Context: an optimization exercise on an open-source flow, tuned for small area, a short achievable clock period and few clock cycles per item. The choices shown serve that exercise and are no tape-out recipe. Function was checked by simulation only, so behaviour that the tests miss may differ from the original. Power and IR drop assume default switching activity.

Setup of trial 29:
==> flow/design.v (excerpt) <==
module lpc_synth (
    input  wire        clk,
    input  wire        rst,
    input  wire        in_valid,
    output wire        in_ready,
    input  wire [15:0] in_data,
    output wire        out_valid,
    input  wire        out_ready,
    output wire [15:0] out_data,
    output wire [7:0]  out_sexp
);
Size: about 24000 cells after synthesis, about 4800 flip-flops, roughly 46 I/O pins, about 230000 um2 of cells after synthesis.
clock: 12.0 ns
lec_check: 0
abc_area: 1
cap_margin: 20
core_margin: 2
core_utilization: 55
place_density: 0.72
slew_margin: 20
standard.sh (not shown) runs the stock make flow with config.mk's settings and CLKGATE_MAP_FILE= SYNTH_SCRIPT=/design/flow/synth_recipe.tcl, a recipe that flattens the netlist after the stock synthesis.
==> flow/flow/run.sh <==
#!/bin/bash
set -euo pipefail
bash standard.sh SETUP_SLACK_MARGIN=7.6 finish > standard.log 2>&1
Testbench counts of trial 29, summed over its fixed seeds: cycles 21,564, frames 60.
#### Input delta (build 20 over trial 29)
diff --git a/flow/design.v b/flow/design.v
--- a/flow/design.v
+++ b/flow/design.v
@@ -396,25 +396,25 @@
             end
             default: mode_n = M_COEF;
             endcase
         end
     end
     wire ph_n       = ~ph;
     wire n_run_odd  = !ph && (mode == M_RUN) && (t < 7'd80);
     wire n_take     = (n_run_odd && (t != 7'd79)) ||
                       (!ph && (mode == M_PRIME) && (wcnt == 4'd15));
     wire n_conc     = !rpass && conc;
     wire n_cont     = n_run_odd && rpass && (t == 7'd79) && spec;
     wire n_coef     = (lw_n == 7'd80) && (nxn_n != 5'd16);
-    wire n_load     = (mode_n == M_LOAD) && (shift_in ? (sc == wa_b) : (sc2 == wa_b));
+    wire n_load     = (mode_n == M_LOAD) && (sc2 == wa_n);
     wire n_contgo   = n_cont && !a0v && !commit;
     wire n_shin     = n_load || (n_take && n_conc) || n_contgo;
     integer k;
     always @(posedge clk) begin
         din_r <= in_data;
         dhi_r <= din_r[15:8];
         for (k = 0; k < RQN - 1; k = k + 1)
             rq[k] <= rq[k+1];
         rq[RQN-1] <= sh_r ? din_r[7:0] : sh2_r ? dhi_r : rq[0];
         if (tk_r) begin
             for (k = 1; k < 16; k = k + 1)
                 nx[k] <= nx[k+1];
==> comparison <==
- Density: build 20 denser than trial 29
- Relative to trial 29, the buffering overhead of build 20 is higher by 0.53 points.
- Worst setup slack in build 20 is 0.22 ns below trial 29.
- Compared with trial 29, build 20 shows number of cells produced by synthesis that has gone down slightly.
- The lower overall power after layout came out of trial 29.
- The endpoint of the most critical setup path comes out st[1][4]$_SDFFE_PP0P_ in one run and st[8][1]$_SDFFE_PP0P_ in the other, namely in trial 29 and build 20 respectively.
- Maximum frequency from static timing analysis (build 20 over trial 29): decrease, 3.9%
Testbench counts of build 20, summed over its fixed seeds: cycles 21,564, frames 60.

========
Another version of the RTL of lpc_synth (not shown whole).
Size in the first run: roughly 25000 cells after synthesis, about 4800 flip-flops, about 240000 sq um of cells after synthesis.
Settings: LEC_CHECK=0, ABC_AREA=1, CAP_MARGIN=20, CORE_MARGIN=2, CORE_UTILIZATION=40, PLACE_DENSITY=0.6, SLEW_MARGIN=20; clock period 12.0 ns.
Scripts as last shown in full above: flow/flow/run.sh
Testbench counts at the start, summed over its fixed seeds: cycles 21,564, frames 60.
Next try:
--- a/flow/design.v
+++ b/flow/design.v
@@ -260,17 +260,20 @@
     assign dq_src        = r_srcin ? in_data : {rq[2], rq[1]};
     wire        shift_in = r_shin && in_valid;
     wire [15:0] st_new   = shl16(st[0], resc ? dlt : 5'd0);
     wire        swap     = ((mode == M_COEF) && (nxn == 5'd16) && !tk_r) || cont_go;
     wire        prime    = (mode == M_PRIME);
     wire [7:0]  sc1      = (sc == RQN - 1) ? 8'd0 : sc + 8'd1;
     wire [7:0]  sc2      = (sc >= RQN - 2) ? sc + 8'd2 - RQN : sc + 8'd2;
+    wire [9:0]  tg0      = {2'b00, rqfb} + {2'b00, t0, 1'b0} + (RQN - 31);
+    wire [9:0]  tg1      = (tg0 >= RQN) ? tg0 - RQN : tg0;
+    wire [9:0]  tg2      = (tg1 >= RQN) ? tg1 - RQN : tg1;
+    wire [7:0]  ptgt     = tg2[7:0];
     wire        ring_pass = rpass || !conc;
     wire        prime_go = prime && ph && ((wcnt != 4'd0) || !ring_pass || (sc == ptgt));
-    reg  [7:0]  ptgt;
     wire        prime_ld = prime_go;
     wire        take0    = (prime_go && (wcnt == 4'd15) && !ring_pass) || cont_go;
     wire [7:0]  wa_b     = take0 ? sc1 : wa;
     wire [7:0]  wa_n     = !shift_in ? wa_b : (wa_b >= RQN - 2) ? wa_b + 8'd2 - RQN : wa_b + 8'd2;
     wire        a0v = xfer ? q1v : q0v;
     wire        a1v = xfer ? q2v : q1v;
     wire        a2v = xfer ? 1'b0 : q2v;
@@ -372,48 +375,41 @@
                     mode_n = M_PRIME;
                     wcnt_n = 4'd0;
                     t0_n   = 7'd0;
                 end
             end
             M_DELTA: begin
                 dstep_n = dstep + 3'd1;
-                t0_n    = 7'd0;
                 if (dstep == 3'd2) begin
                     dstep_n = 3'd0;
                     mode_n  = M_PRIME;
                     wcnt_n  = 4'd0;
                     rpass_n = 1'b1;
                     resc_n  = 1'b1;
                     t0_n    = 7'd0;
                     nc_n    = 7'd0;
                 end
             end
             M_ALIGN: begin
-                t0_n = nc;
-                if (t0 == nc) begin
-                    mode_n = M_PRIME;
-                    wcnt_n = 4'd0;
-                end
+                mode_n = M_PRIME;
+                wcnt_n = 4'd0;
+                t0_n   = nc;
             end
             default: mode_n = M_COEF;
             endcase
         end
     end
-    wire [7:0]  rqfb_n   = take0 ? sc1 : rqfb;
-    wire [9:0]  tg0      = {2'b00, rqfb} + {2'b00, t0, 1'b0} + (RQN - 31);
-    wire [9:0]  tg1      = (tg0 >= RQN) ? tg0 - RQN : tg0;
-    wire [9:0]  tg2      = (tg1 >= RQN) ? tg1 - RQN : tg1;
     wire ph_n       = ~ph;
     wire n_run_odd  = !ph && (mode == M_RUN) && (t < 7'd80);
     wire n_take     = (n_run_odd && (t != 7'd79)) ||
                       (!ph && (mode == M_PRIME) && (wcnt == 4'd15));
     wire n_conc     = !rpass && conc;
     wire n_cont     = n_run_odd && rpass && (t == 7'd79) && spec;
     wire n_coef     = (lw_n == 7'd80) && (nxn_n != 5'd16);
-    wire n_load     = (mode_n == M_LOAD) && (shift_in ? (sc == wa_b) : (sc2 == wa_b));
+    wire n_load     = (mode_n == M_LOAD) && (sc2 == wa_n);
     wire n_contgo   = n_cont && !a0v && !commit;
     wire n_shin     = n_load || (n_take && n_conc) || n_contgo;
     integer k;
     always @(posedge clk) begin
         din_r <= in_data;
         dhi_r <= din_r[15:8];
         for (k = 0; k < RQN - 1; k = k + 1)
@@ -524,16 +520,16 @@
             lw    <= lw_n;
             nxn   <= nxn_n;
             t     <= t_n;
             t0    <= t0_n;
             nc    <= nc_n;
             sc    <= (sc == RQN - 1) ? 8'd0 : sc + 8'd1;
             wa    <= wa_n;
-            rqfb  <= rqfb_n;
-            ptgt  <= tg2[7:0];
+            if (take0)
+                rqfb <= sc1;
             dstep <= dstep_n;
             r_run_odd   <= n_run_odd;
             r_take      <= n_take;
             r_take_conc <= n_take && n_conc;
             r_coef      <= n_coef;
             r_load      <= n_load;
             r_cont      <= n_cont;
Outcome: Total power fell by about 0.75%; final area goes up by about 2%; flip-flop and latch count goes down by 8; worst setup slack loses 0.94 ns; utilization rises by 2.4 points; wire length came out lower by 7.5%; sequential power barely changes; sequential share of layout area went down by 0.78 points.
Testbench counts after the change, summed over its fixed seeds: cycles 21,564, frames 60.

port drivers added, routing unchanged:
No port has a modelled driver above. Below, the same layouts with a new extraction and two added sets of constraints. Step 1 (the two cells are an assumption about what drives the block):
set clk [get_ports {clk}]
set_driving_cell -lib_cell sky130_fd_sc_hd__clkbuf_16 $clk
set_driving_cell -lib_cell sky130_fd_sc_hd__buf_2 [delete_from_list [all_inputs] $clk]
Step 2 adds t to the input delays and takes it off the output delays; t is the mean of the earliest and latest rising clock arrival at the registers after step 1. Input paths then give back, and output paths get back, about the clock's delay inside the block. a / b / c = no drivers / after step 1 / after step 2; a / b = the first two.
run | shift t [ns] | setup WS [ns] | worst slew at a driven data input, ns | pins driven straight from the clock port
trial 29 | 1.141 | 6.671 / 6.671 / 6.480 | 0.08 | 1
build 20 | 1.152 | 6.453 / 6.453 / 6.453 | 0.08 | 1
the first run of note 2 | 1.196 | 7.561 / 7.561 / 6.759 | 0.08 | 1
the second run of note 2 | 1.186 | 6.616 / 6.616 / 6.616 | 0.07 | 1
After both steps every run listed still meets setup and hold. For the first run of note 2, which loses most, drivers alone change the setup slack by 0.000 ns; drivers and shift together by -0.802 ns.
